What follows belongs to an exercise in optimizing a design on an open flow for small area, a short achievable clock period and few clock cycles per item; a production flow would make more cautious choices. In this exercise RTL edits were held to simulation tests only and were not proved equivalent to the original. Power is estimated from default activity; no workload was simulated.

Design hme_refine, start of the top module:
module hme_refine (
    input  wire         clk,
    input  wire         rst,
    input  wire         start,
    input  wire         level,           
    input  wire [4:0]   grid_rows_m1,    
    input  wire [4:0]   grid_cols_m1,    
    output reg          busy,
    output reg          done,
    output reg          seed_req,
    output reg  [4:0]   seed_mb_row,
    output reg  [4:0]   seed_mb_col,
    input  wire [6:0]   seed_dy,
    input  wire [6:0]   seed_dx,
    output wire         ref_req,
    output reg  [10:0]  ref_y,
    output reg  [10:0]  ref_x,
    input  wire [127:0] ref_row,
    output wire         tgt_req,
    output reg  [10:0]  tgt_y,
    output wire [10:0]  tgt_x,
    input  wire [127:0] tgt_row,
    output reg          res_valid,
    output wire [4:0]   res_mb_row,
    output wire [4:0]   res_mb_col,
    output wire [7:0]   res_dy,
    output wire [7:0]   res_dx,
    output wire [19:0]  res_cost
);
    localparam S_IDLE = 3'd0;
    localparam S_SW1  = 3'd1;    
    localparam S_SW2  = 3'd2;    
    localparam S_LOAD = 3'd3;    
    localparam S_RUN  = 3'd4;    
    localparam S_FIN  = 3'd5;    
    reg [2:0] state;
    reg       idle;              
    reg       lvl1;
    reg [4:0] gr_m1, gc_m1;
    reg [4:0]  mb_r, mb_c;       
    reg [6:0]  tgt_xh;           
    reg [3:0]  cand;             
    reg [3:0]  p_cand;           
    reg        cid;              
    reg        first;            
    reg [7:0]  uy, ux;           
    reg        req;
    assign ref_req = req;
    assign tgt_req = req;
    assign tgt_x = {tgt_xh, 4'd0};
    wire last_mb_c = (mb_c == gc_m1);
    wire last_mb_r = (mb_r == gr_m1);
    wire last_mb   = last_mb_c & last_mb_r;
    wire [4:0] nx_r = last_mb_c ? mb_r + 5'd1 : mb_r;
    wire [4:0] nx_c = last_mb_c ? 5'd0 : mb_c + 5'd1;
    wire [7:0]  s_vec  = lvl1 ? 8'd32 : 8'd64;
  ...
Size: about 390 I/O pins.
export LEC_CHECK = 0
export ABC_AREA = 1
export CAP_MARGIN = 20
export CORE_MARGIN = 2
export CORE_UTILIZATION = 35
export PLACE_DENSITY = 0.55
export SLEW_MARGIN = 20
create_clock -name core_clock -period 24.0 [get_ports {clk}]
standard.sh (not shown) runs the stock make flow with config.mk's settings and CLKGATE_MAP_FILE= SYNTH_SCRIPT=/design/flow/synth_recipe.tcl, a recipe that flattens the netlist after the stock synthesis.
==> flow/flow/run.sh <==
#!/bin/bash
# The standard layout, with plain buf_1 cells as the port buffers and larger
# clock-tree sink clusters without dummy loads.
set -euo pipefail
bash standard.sh "BUFFER_PORTS_ARGS=-buffer_cell sky130_fd_sc_hd__buf_1" \
  "CTS_ARGS=-sink_clustering_enable -repair_clock_nets -dont_use_dummy_load -sink_clustering_size 24 -sink_clustering_max_diameter 120" \
  finish > make_finish.log 2>&1
Testbench counts at the start, summed over its fixed seeds: cycles 162,841, mbs 337.
==> next run, changes <==
--- a/flow/design.v
+++ b/flow/design.v
@@ -460,24 +460,25 @@
                 b_r  <= mb_r;
                 b_c  <= mb_c;
             end else begin
                 b_dy <= f_vy;
                 b_dx <= f_vx;
             end
         end
         if (kill)
             dead <= 1'b1;
         else if (g_v & g_first)
             dead <= 1'b0;
         if (idle) begin
+            cid   <= 1'b0;
             lvl1  <= level;
             gr_m1 <= grid_rows_m1;
             gc_m1 <= grid_cols_m1;
             mb_r  <= 5'd0;
             mb_c  <= 5'd0;
             seed_mb_row <= 5'd0;
             seed_mb_col <= 5'd0;
         end
         if (state == S_SW2 || (state == S_RUN && cand_end && !nhas && !last_mb)) begin
             uy <= {seed_dy, 1'b0};
             ux <= {seed_dx, 1'b0};
         end
- design area is about the same
- worst setup slack gets better by 0.014 ns
- flip-flop and latch count is unchanged
- wire length went up by 1.3%
- clock skew is higher by 0.018 ns
- hold slack barely changes
- synthesized area drops by 0.33%
- core utilization barely changes
- global-route usage increases by 0.15 points
- synthesized cell count grows by 0.38%
- register-to-register slack is about the same
- via count barely changes
Testbench counts after the change, summed over its fixed seeds: cycles 162,841, mbs 337.

hme_refine again, from the RTL that the note above started with.
export LEC_CHECK = 0
export CAP_MARGIN = 20
export CORE_MARGIN = 2
export CORE_UTILIZATION = 35
export PLACE_DENSITY = 0.55
export SLEW_MARGIN = 20
create_clock -name core_clock -period 24.0 [get_ports {clk}]
Scripts as last shown in full above: flow/flow/run.sh
Testbench counts at the start, summed over its fixed seeds: cycles 162,841, mbs 337.
Next try:
--- a/flow/design.v
+++ b/flow/design.v
@@ -128,21 +128,20 @@
         input [7:0] a, b;
         reg   [7:0] g, p, g1, p1, g2, p2, g3;
         integer i;
         begin
             g = a & ~b;
             p = ~(a ^ b);
             for (i = 0; i < 8; i = i + 1) begin
                 g1[i] = (i >= 1) ? g[i] | (p[i] & g[i-1]) : g[i];
                 p1[i] = (i >= 1) ? p[i] & p[i-1] : p[i];
             end
-            g1[1] = (a[1] & ~b[1]) | ((a[1] & a[0]) & ~b[0]) | ((~b[1] & a[0]) & ~b[0]);
             for (i = 0; i < 8; i = i + 1) begin
                 g2[i] = (i >= 2) ? g1[i] | (p1[i] & g1[i-2]) : g1[i];
                 p2[i] = (i >= 2) ? p1[i] & p1[i-2] : p1[i];
             end
             for (i = 0; i < 8; i = i + 1)
                 g3[i] = (i >= 4) ? g2[i] | (p2[i] & g2[i-4]) : g2[i];
             add_nb = {g3[7], p ^ {g3[6:0], 1'b0}};
         end
     endfunction
     integer k;
Outcome:
- first-iteration DRC count goes down by 19%
- clock-buffer cell count goes up by 1
- power goes down by 4.1%
- final cell count goes down by 0.53%
- clock skew goes up by 0.028 ns
- cell area goes down by 0.48%
- worst setup slack degrades by 0.18 ns
- critical path depth goes up by 3
- synthesized area goes down by 0.55%
Testbench counts after the change, summed over its fixed seeds: cycles 162,841, mbs 337.

-- port drivers added, routing unchanged --
The flow's constraints put no driver on any port. The routed layouts listed below were extracted and timed again, unchanged, in two steps. Step 1: set_driving_cell puts a clkbuf_16 on clk and a buf_2 on each other input, an assumption about the parent block. Step 2, shift: input delay + t, output delay - t, t = (earliest + latest rising clock arrival at the registers) / 2. This alone moves slack from input paths to output paths. a / b / c = ideal ports / drivers / drivers and shift; a / b = the first two.
run | t, ns | slack for setup (ns) | worst slew at a driven data input, ns
the first run of note 1 | 0.586 | 17.985 / 17.926 / 17.524 | 0.11
the second run of note 1 | 0.582 | 17.999 / 17.942 / 17.457 | 0.17
the first run of note 2 | 0.586 | 17.959 / 17.951 / 17.385 | 0.09
the second run of note 2 | 0.580 | 17.781 / 17.817 / 17.237 | 0.12
After both steps every run listed still meets setup and hold. For the first run of note 2, which loses most, drivers alone change the setup slack by -0.008 ns; drivers and shift together by -0.574 ns.
